Source: an optimization exercise on an open RTL-to-GDS flow (aim: small area, a short achievable clock period and few clock cycles per item). Production flows keep margins and buffers that such runs may drop. The RTL was checked by simulation tests, not by an equivalence proof against the original design. Power is estimated from default activity; no workload was simulated.

==> design/flow/design.v <==
module vesc_fext (
    input  wire       clk,
    input  wire       rst,
    input  wire       in_valid,
    input  wire [7:0] in_data,
    input  wire       in_last,
    output wire       in_ready,
    output wire       out_valid,
    output wire [7:0] out_data,
    output wire       out_last,
    output wire       out_found,
    output wire [6:0] out_len,
    input  wire       out_ready
);
    localparam Q = 3'd4;    
    function [15:0] crc_step;
        input [15:0] c;
        input [7:0]  b;
        reg   [15:0] t;
        begin
            t = {c[7:0], c[15:8]};
            t = t ^ {8'h00, b};
            t = t ^ {12'h000, t[7:4]};
            t = t ^ {t[3:0], 12'h000};
            t = t ^ {3'b000, t[7:0], 5'b00000};
            crc_step = t;
        end
    endfunction
    reg  [1023:0] ring;
    reg  [6:0]    ph;
    wire [7:0]    tap_wb = ring[1023:1016];
    wire [7:0]    tap    = ring[1007:1000];
    wire [6:0]    tslot  = ph + 7'd2;
    reg        in_ready_r;
    reg        iv;           
    reg [7:0]  id;
    reg        il;
    reg        ist;          
    wire       wr = iv & ist;
    always @(posedge clk)
        ring <= {ring[1015:0], wr ? id : tap_wb};
    reg        inbuf;        
    reg [6:0]  nb;           
    reg        big_acc;      
    reg [6:0]  wnext;        
    reg [2:0]  owed;         
    reg        ovf;          
    reg        rs;           
    reg [3:0]  eF;           
    reg [6:0]  eL [0:3];
    reg [6:0]  ep [0:3];
    reg [3:0]  ef;
    reg [1:0]  hd, tl;
    reg [2:0]  fcnt;
    reg [6:0]  bc;           
    reg        ov;
    wire xfer = in_valid & in_ready_r;
    wire xst  = xfer & ~big_acc;
    wire [1:0] h1 = hd + 2'd1, h2 = hd + 2'd2, h3 = hd + 2'd3;
    wire       F0 = (fcnt != 3'd0) & eF[hd];
    wire       F1 = (fcnt >  3'd1) & eF[h1];
    wire       F2 = (fcnt >  3'd2) & eF[h2];
    wire       F3 = (fcnt >  3'd3) & eF[h3];
    wire       hval  = (fcnt != 3'd0);
    wire [6:0] hL    = eL[hd];
    wire [6:0] rd    = ep[hd] + bc;
    wire       avail = hval & (~F0 | (tslot == rd));
    wire [6:0] bc1   = bc + 7'd1;
    wire       lastb = ~F0 | (bc1 == hL);
    wire       ld    = ~ov | out_ready;
    wire       take  = ld & avail;
    wire       pop   = take & lastb;
    wire       cap   = take & F0;
    wire       Fpend = F0 | F1 | F2 | F3;
    wire [6:0] O     = (F0 ? ep[hd] : F1 ? ep[h1] : F2 ? ep[h2] : ep[h3]) + bc;
    wire       sfree = ~(Fpend & (O == tslot)) | cap;
    wire       inbuf_n  = xfer ? ~in_last : inbuf;
    wire       bigacc_n = xfer ? (~in_last & (big_acc | (nb == 7'd127))) : big_acc;
    wire [2:0] owed_n   = owed + {2'b00, xfer & ~inbuf} - {2'b00, pop};
    wire       aligned  = xst | (tslot == wnext);
    wire       rdy_n    = bigacc_n ? 1'b1 :
                          inbuf_n  ? (aligned & sfree) :
                          (~ovf & ~rs & ((owed_n == 3'd0) |
                                         ((owed_n < Q) & aligned & sfree)));
    always @(posedge clk) begin
        id <= in_data;
        il <= in_last;
        if (rst) begin
            in_ready_r <= 1'b0;
            iv      <= 1'b0;
            ist     <= 1'b0;
            inbuf   <= 1'b0;
            nb      <= 7'd0;
            big_acc <= 1'b0;
            wnext   <= 7'd0;
            owed    <= 3'd0;
        end else begin
            in_ready_r <= rdy_n;
            iv      <= xfer;
            ist     <= ~big_acc;
            inbuf   <= inbuf_n;
            big_acc <= bigacc_n;
            owed    <= owed_n;
            if (xfer)
                nb <= in_last ? 7'd0 : nb + {6'd0, ~big_acc};
            if (xst)
                wnext <= ph + 7'd2;
        end
    end
    reg [6:0]  pos;          
    reg        d1_03, d2_03, d1_00;
    reg        big;          
    reg        rsf;          
    reg [6:0]  blen;         
    reg [6:0]  ovf_pos, ovf_slot;
    reg        bz0, bz1;     
    reg [15:0] crc0, crc1;
    reg [6:0]  cnt0, cnt1;
    reg [6:0]  L0, L1;
    reg [6:0]  p0s, p1s;     
    reg        o;            
    reg        bf;           
    reg [6:0]  bL, bp;
    wire       rs_go = rs & ~rsf & (tslot == ovf_slot);
    wire       ev    = rs ? (rsf | rs_go) : wr;
    wire [7:0] eb    = rs ? tap : id;
    wire       elast = rs ? (pos == blen) : il;
    wire       eend  = rs ? (ev & elast) : (iv & il);
    wire [6:0] cslot = rs ? tslot : ph;
    wire       bign  = big | (iv & ~ist);
    wire t0 = bz0 & (cnt0 == 7'd0);
    wire t1 = bz1 & (cnt1 == 7'd0);
    wire is03 = (eb == 8'h03);
    wire pa0 = ev & t0 & is03 & (crc0 == 16'd0) & ((L0 != 7'd0) | ~elast);
    wire pa1 = ev & t1 & is03 & (crc1 == 16'd0) & ((L1 != 7'd0) | ~elast);
    wire w1  = pa1 & ~(pa0 & o);              
    wire [6:0] wL = w1 ? L1 : L0;
    wire [6:0] wp = w1 ? p1s : p0s;
    wire pany = pa0 | pa1;
    wire [8:0] lim  = {2'b00, pos} + {1'b0, eb};
    wire cand  = ev & d2_03 & d1_00 & (lim <= 9'd124);
    wire aok   = cand & ~bf & ~pany & ~ovf;
    wire fr0   = ~bz0 | t0;
    wire fr1   = ~bz1 | t1;
    wire al0   = aok & fr0;
    wire al1   = aok & ~fr0 & fr1;
    wire alx   = aok & ~fr0 & ~fr1;
    wire ffound = (bf | pany) & ~bign;
    wire [6:0] fL = pany ? wL : bL;
    wire [6:0] fp = pany ? wp : bp;
    wire rescan = eend & ovf & ~bf & ~pany & ~bign;
    wire push   = eend & ~rescan;
    always @(posedge clk) begin
        if (ev) begin
            if (bz0 & ~t0) begin crc0 <= crc_step(crc0, eb); cnt0 <= cnt0 - 7'd1; end
            if (bz1 & ~t1) begin crc1 <= crc_step(crc1, eb); cnt1 <= cnt1 - 7'd1; end
            if (al0) begin crc0 <= 16'd0; cnt0 <= eb[6:0] + 7'd2; L0 <= eb[6:0]; p0s <= cslot + 7'd1; end
            if (al1) begin crc1 <= 16'd0; cnt1 <= eb[6:0] + 7'd2; L1 <= eb[6:0]; p1s <= cslot + 7'd1; end
            if (pany) begin bL <= wL; bp <= wp; end
            if (alx) begin ovf_pos <= pos - 7'd2; ovf_slot <= cslot - 7'd2; end
        end
        if (rst) begin
            pos <= 7'd0; d1_03 <= 1'b0; d2_03 <= 1'b0; d1_00 <= 1'b0;
            big <= 1'b0; rs <= 1'b0; rsf <= 1'b0; ovf <= 1'b0;
            bz0 <= 1'b0; bz1 <= 1'b0; o <= 1'b0; bf <= 1'b0;
        end else if (eend) begin
            pos <= rescan ? ovf_pos : 7'd0;
            d1_03 <= 1'b0; d2_03 <= 1'b0; d1_00 <= 1'b0;
            big <= 1'b0; ovf <= 1'b0; bz0 <= 1'b0; bz1 <= 1'b0; bf <= 1'b0;
            rs <= rescan; rsf <= 1'b0;
            if (!rs) blen <= pos;
        end else begin
            if (iv & ~ist) big <= 1'b1;
            if (rs_go) rsf <= 1'b1;
            if (ev) begin
                pos   <= pos + 7'd1;
                d1_03 <= is03;
                d2_03 <= d1_03;
                d1_00 <= (eb == 8'h00);
                if (pany) bf <= 1'b1;
                if (alx) ovf <= 1'b1;
                if (al0) bz0 <= 1'b1;
                else if (t0 | (pa1 & ~pa0 & ~o)) bz0 <= 1'b0;
                if (al1) bz1 <= 1'b1;
                else if (t1 | (pa0 & ~pa1 & o)) bz1 <= 1'b0;
                if (al0) o <= 1'b0;
                if (al1) o <= 1'b1;
            end
        end
    end
    reg [7:0] od;
    reg       olast, ofound;
    reg [6:0] olen;
    always @(posedge clk) begin
        if (push) begin
            ef[tl] <= ffound;
            eF[tl] <= ffound & (fL != 7'd0);
            eL[tl] <= ffound ? fL : 7'd0;
            ep[tl] <= fp;
        end
        if (ld) begin
            od     <= F0 ? tap : 8'h00;
            olast  <= lastb;
            ofound <= ef[hd];
            olen   <= hL;
        end
        if (rst) begin
            hd <= 2'd0; tl <= 2'd0; fcnt <= 3'd0; bc <= 7'd0; ov <= 1'b0;
            ph <= 7'd0;
        end else begin
            ph <= ph + 7'd1;
            if (push) tl <= tl + 2'd1;
            if (pop)  hd <= hd + 2'd1;
            fcnt <= fcnt + {2'b00, push} - {2'b00, pop};
            if (ld) ov <= avail;
            if (take) bc <= lastb ? 7'd0 : bc1;
        end
    end
    assign in_ready  = in_ready_r;
    assign out_valid = ov;
    assign out_data  = od;
    assign out_last  = olast;
    assign out_found = ofound;
    assign out_len   = olen;
endmodule
==> design/flow/run.sh <==
#!/bin/bash
# synth_recipe.tcl (not shown) runs the flow's synth.tcl, then flattens the netlist and writes it again
# the make line also repeats each setting of config.mk as NAME=value (left out here)
make -C /OpenROAD-flow-scripts/flow DESIGN_CONFIG=/design/flow/config.mk WORK_HOME=/design/flow/orfs CLKGATE_MAP_FILE= SYNTH_SCRIPT=/design/flow/synth_recipe.tcl finish
==> design/flow/config.mk <==
export PLATFORM = sky130hd
export DESIGN_NAME = vesc_fext
export DESIGN_NICKNAME = vesc_fext
export VERILOG_FILES = /design/flow/design.v
export SDC_FILE = /design/flow/constraint.sdc
export NUM_CORES = 4
export LEC_CHECK = 0
export CAP_MARGIN = 20
export CORE_MARGIN = 2
export CORE_UTILIZATION = 40
export SLEW_MARGIN = 20
==> design/flow/constraint.sdc <==
create_clock -name core_clock -period 10.0 [get_ports {clk}]
set_input_delay 2.0000 -clock core_clock [delete_from_list [all_inputs] [get_ports {clk}]]
set_output_delay 2.0000 -clock core_clock [all_outputs]
set_load 0.01 [all_outputs]
==> insert_results.sql <==
INSERT INTO impl_metrics (metric_group, metric, value, unit) VALUES
('outcome', 'run_status', 'finished clean', ''),
('setup_path', 'critical_path_peak_fanout', '23', ''),
('synthesis', 'post_synth_instance_area', '34230', 'sq um'),
('power_and_ir_drop', 'peakVddDrop', '147.6', 'uV'),
('route', 'vias', '15940', ''),
('route', 'postRouteWirelength', '52.79', 'mm'),
('clock_tree', 'clock_root_buffer', 'sky130_fd_sc_hd__clkbuf_16', ''),
('route', 'drtIter0Drc', '787', ''),
('setup_path', 'worst_setup_ep_type', 'flip-flop', ''),
('timing', 'setup-violations-final', '0', ''),
('placed_design', 'place_congestion', '0.8148', ''),
('die', 'die_area', '87940', 'sq um'),
('timing', 'worstMarginPinSlew', '983.0', 'ps'),
('clock_tree', 'htreeDepth', '3', ''),
('layout', 'drive_gt1_share', '10.71', '%'),
('synthesis', 'ys_seq_area_share', '80.82', '%'),
('synthesis', 'number_of_distinct_library_cells_after_synthesis', '78', ''),
('route', 'detail_route.drc_violations', '0', ''),
('clock_tree', 'path_clk_slew', '60', 'ps'),
('global_route', 'grt_max_degree', '58', ''),
('job', 'max_capacitance_violation_count', '0', ''),
('clock_tree', 'cts_repair_resize_count', '0', ''),
('global_route', 'antenna_found_initial', '5', ''),
('placed_design', 'dpl.hpwl', '33.26', 'mm'),
('setup_path', 'cpLargestDelayFamily', 'simple AND/OR/NAND/NOR gates', ''),
('setup_path', 'timing.critical_path.from_type', 'flip-flop', ''),
('min_path', 'hold_path_class', 'reg -> reg', ''),
('layout', 'nets', '2397', ''),
('synthesis', 'synthesis.area_per_instance', '15.41', 'sq um'),
('timing', 'timing.clock.skew', '40.09', 'ps'),
('die', 'io_pins', '32', ''),
('global_route', 'grt_first_pass_wirelength', '85.91', 'mm'),
('route', 'vias_per_cell', '4.464', ''),
('clock_tree', 'postCtsSetupBuffers', '0', ''),
('synthesis', 'ys_seq_elements', '1287', ''),
('timing', 'holdWs', '292.0', 'ps'),
('synthesis', 'synth_enable_flop_cells', '190', ''),
('synthesis', 'synth_top_cells_by_area', 'sky130_fd_sc_hd__dfxtp_1, sky130_fd_sc_hd__edfxtp_1, sky130_fd_sc_hd__xnor2_1', ''),
('layout', 'synthToLayoutAreaGrowth', '16.44', '%'),
('synthesis', 'netlist.area_leader.share', '64.15', '%'),
('synthesis', 'synth_fp_nets', '2285', ''),
('clock_tree', 'insertion_delay', '670', 'ps'),
('timing', 'report.final.slew_viol_count', '0', ''),
('global_route', 'globalRouteOverflowTotal', '0', ''),
('synthesis', 'ys.flop_type', 'sky130_fd_sc_hd__dfxtp_1', ''),
('global_route', 'grt_pass1_vias', '16170', ''),
('power_and_ir_drop', 'power.density_cell_area', '260.0', 'nW/um^2'),
('setup_path', 'timing.critical_path.slowest_cell_delay', '610', 'ps'),
('layout', 'final_cell_area', '39860', 'sq um'),
('timing', 'min_period', '6215', 'ps'),
('timing', 'report.final.hold_viol_count', '0', ''),
('timing', 'maxClockFrequency', '0.1609', 'GHz'),
('timing', 'timing.slew.headroom', '34.31', '%'),
('setup_path', 'cp.buffers_inverters', '4', ''),
('die', 'chipHeight', '296.5', 'um'),
('setup_path', 'path_cells', 'ha_1, xor2_1, xor2_1, or4b_1, o21a_1, inv_2, o2111ai_2, and4b_1, nor2_2, inv_2, ha_1, inv_1, ha_1, inv_1, fa_1, xnor2_1, nor2_1', ''),
('power_and_ir_drop', 'power', '10360', 'uW'),
('synthesis', 'yosysTopAreaCell', 'sky130_fd_sc_hd__dfxtp_1', ''),
('timing', 'timing.setup.tns', '0', 'ps'),
('clock_tree', 'tritoncts.num_buffers', '113', ''),
('die', 'std_cell_core_area', '85010', 'sq um'),
('die', 'die_width', '296.5', 'um'),
('setup_path', 'data_arrival_time_of_the_critical_path', '6720', 'ps'),
('synthesis', 'instance_count_of_the_mapped_netlist', '2222', ''),
('setup_path', 'worstPathRequired', '10500', 'ps'),
('placed_design', 'placed_cell_area', '35900', 'sq um'),
('route', 'avgRoutedWirePerCell', '14.78', 'um'),
('setup_path', 'setup.worst_path.class', 'reg -> reg', ''),
('setup_path', 'worst_path_most_repeated_cell', 'sky130_fd_sc_hd__ha_1', ''),
('layout', 'number_of_fillers_in_the_final_layout', '7225', ''),
('clock_tree', 'clock_sinks', '1287', '');
## layout make-up
cell class | instances | area (sq um) | area share, %
diodes | 1 | 2.502 | 0.006278
multi-input cells | 839 | 6227 | 15.62
repair buffers | 44 | 402.9 | 1.011
inverters | 49 | 183.9 | 0.4614
clock buffers | 157 | 3276 | 8.218
clock inverters | 51 | 670.6 | 1.682
well taps | 1144 | 1431 | 3.591
flip-flops and latches | 1287 | 27670 | 69.41
## per-layer routing
metal  share of wire, %  vias to the layer above  GRT usage [%]  wire, um
met5                  0                        -              0         0
li1                   -                     7751              -         -
met4                2.9                        0          4.915      1522
met1                 49                     7720          17.66     25880
met3                6.3                      106          3.340      3337
met2                 42                      367          17.66     22050
## final timing paths
| check | startpoint | end | slack (ps) | cells past startpoint |
|---|---|---|---|---|
| hold / removal | ring[987]$_DFF_P_ | ring[995]$_DFF_P_ | 290 | 0 |
| hold reg to reg | ring[987]$_DFF_P_ | ring[995]$_DFF_P_ | 290 | 0 |
| setup reg to reg | ph[1]$_SDFF_PP0_ | fcnt[2]$_SDFF_PP0_ | 3790 | 17 |
| setup / recovery | ph[1]$_SDFF_PP0_ | fcnt[2]$_SDFF_PP0_ | 3790 | 17 |
## report_power, final
| part | switching [uW] | internal, uW | leakage [uW] |
|---|---|---|---|
| combinational | 300 | 238 | 0.00247 |
| clock | 1840 | 2590 | 0.00194 |
| sequential | 62.2 | 5330 | 0.0106 |
## kinds of logic (layout without fill, tap and decap cells)
logic type / Yosys count / after routing / synth area share (%)
compound gates: 192 / 192 / 3.944
xor+xnor: 150 / 150 / 3.962
fa+ha+maj: 50 / 50 / 1.937
buf+inv: 96 / 301 / 1.086
flops: 1287 / 1287 / 80.82
mux: 70 / 70 / 2.891
other cells: 0 / 1 / 0
simple gates: 377 / 377 / 5.362
## registers in the layout (all words and copies together) (netlist names), 8 cells and up, named ones only
register  flops
crc0         16
ring       1024
crc1         16
id            8
eL           28
od            8
ep           28
## cell usage after synthesis (4+ instances only)
library cell / count
sky130_fd_sc_hd__buf_2: 6
sky130_fd_sc_hd__nor2b_1: 25
sky130_fd_sc_hd__nor2_1: 102
sky130_fd_sc_hd__and2_1: 15
sky130_fd_sc_hd__o21a_1: 9
sky130_fd_sc_hd__or4_1: 5
sky130_fd_sc_hd__nand3_1: 26
sky130_fd_sc_hd__a221oi_1: 15
sky130_fd_sc_hd__nor3_1: 19
sky130_fd_sc_hd__inv_1: 45
sky130_fd_sc_hd__a31oi_1: 5
sky130_fd_sc_hd__a21o_1: 5
sky130_fd_sc_hd__dfxtp_1: 1097
sky130_fd_sc_hd__nor4_1: 9
sky130_fd_sc_hd__mux2_2: 11
sky130_fd_sc_hd__edfxtp_1: 190
sky130_fd_sc_hd__o22ai_1: 9
sky130_fd_sc_hd__clkbuf_1: 33
sky130_fd_sc_hd__a211oi_1: 8
sky130_fd_sc_hd__o21ai_0: 32
sky130_fd_sc_hd__a22oi_1: 6
sky130_fd_sc_hd__nand4_1: 13
sky130_fd_sc_hd__ha_1: 45
sky130_fd_sc_hd__or3_1: 7
sky130_fd_sc_hd__nand3b_1: 7
sky130_fd_sc_hd__and3_1: 7
sky130_fd_sc_hd__buf_1: 7
sky130_fd_sc_hd__fa_1: 5
sky130_fd_sc_hd__xor2_1: 41
sky130_fd_sc_hd__a32o_1: 4
sky130_fd_sc_hd__nor3b_1: 6
sky130_fd_sc_hd__nand2b_1: 6
sky130_fd_sc_hd__a21oi_1: 58
sky130_fd_sc_hd__xnor2_1: 106
sky130_fd_sc_hd__mux4_2: 22
sky130_fd_sc_hd__o41ai_2: 4
sky130_fd_sc_hd__nand2_1: 114
sky130_fd_sc_hd__mux2i_1: 37
## worst register-to-register path, cell delays in order, from the launching register on
cell and delay, ps:
sky130_fd_sc_hd__dfxtp_1 610, sky130_fd_sc_hd__ha_1 310, sky130_fd_sc_hd__xor2_1 570, sky130_fd_sc_hd__xor2_1 130
sky130_fd_sc_hd__or4b_1 600, sky130_fd_sc_hd__o21a_1 390, sky130_fd_sc_hd__inv_2 460, sky130_fd_sc_hd__o2111ai_2 530
sky130_fd_sc_hd__and4b_1 510, sky130_fd_sc_hd__nor2_2 580, sky130_fd_sc_hd__inv_2 210, sky130_fd_sc_hd__ha_1 330
sky130_fd_sc_hd__inv_1 50, sky130_fd_sc_hd__ha_1 120, sky130_fd_sc_hd__inv_1 50, sky130_fd_sc_hd__fa_1 370
sky130_fd_sc_hd__xnor2_1 170, sky130_fd_sc_hd__nor2_1 50
## layout by cell type, fill, tap and decap left out, drive strengths merged, types with 7 or more instances in the layout
cell type,count
bufinv,11
dfxtp,1097
o21ai,35
mux2i,37
mux4,22
clkbuf,157
nor4,9
nand3,26
nand3b,7
nor2,103
xor2,41
mux2,11
clkinv,29
inv,57
xnor2,106
nor2b,25
ha,45
clkdlybuf4s50,30
a221oi,15
nor3,19
nand2b,7
or3,8
and2,15
buf,14
nand4,13
a211oi,8
and3,8
o22ai,9
o21a,9
nand2,114
a21oi,58
edfxtp,190
## stage by stage
stage / std cells / setup WS, ps
4_1_cts: 3570 / 3765
2_1_floorplan: 2222 / 4611
3_5_place_dp: 3362 / 3780
3_3_place_gp: 3362 / 4024
6_report: 3572 / 3785
5_1_grt: 3571 / 3274
Testbench counts, summed over its fixed seeds: cycles 95,114, items 1,280.

-- port drivers added, routing unchanged --
The results above use ideal ports. As a check the final layout listed here was re-extracted and re-timed, cells and wires unchanged.
Step 1 assumes that a clkbuf_16 drives the clock port and a buf_2 every other input.
Step 2 adds t to the input delays and takes it off the output delays; t is the mean of the earliest and latest rising clock arrival at the registers after step 1. Input paths then give back, and output paths get back, about the clock's delay inside the block.
Slacks: ideal / step 1 / step 2; pairs: ideal / step 1.
t, ns: 0.713
setup slack, ns: 3.785 / 3.785 / 3.785
worst setup path at the end: register to register
slew at the worst register clock pin (ns): 0.07 / 0.07
After both steps setup and hold are still met in this run. The setup slack of this run moves by 0.000 ns with the drivers and by 0.000 ns with both steps.
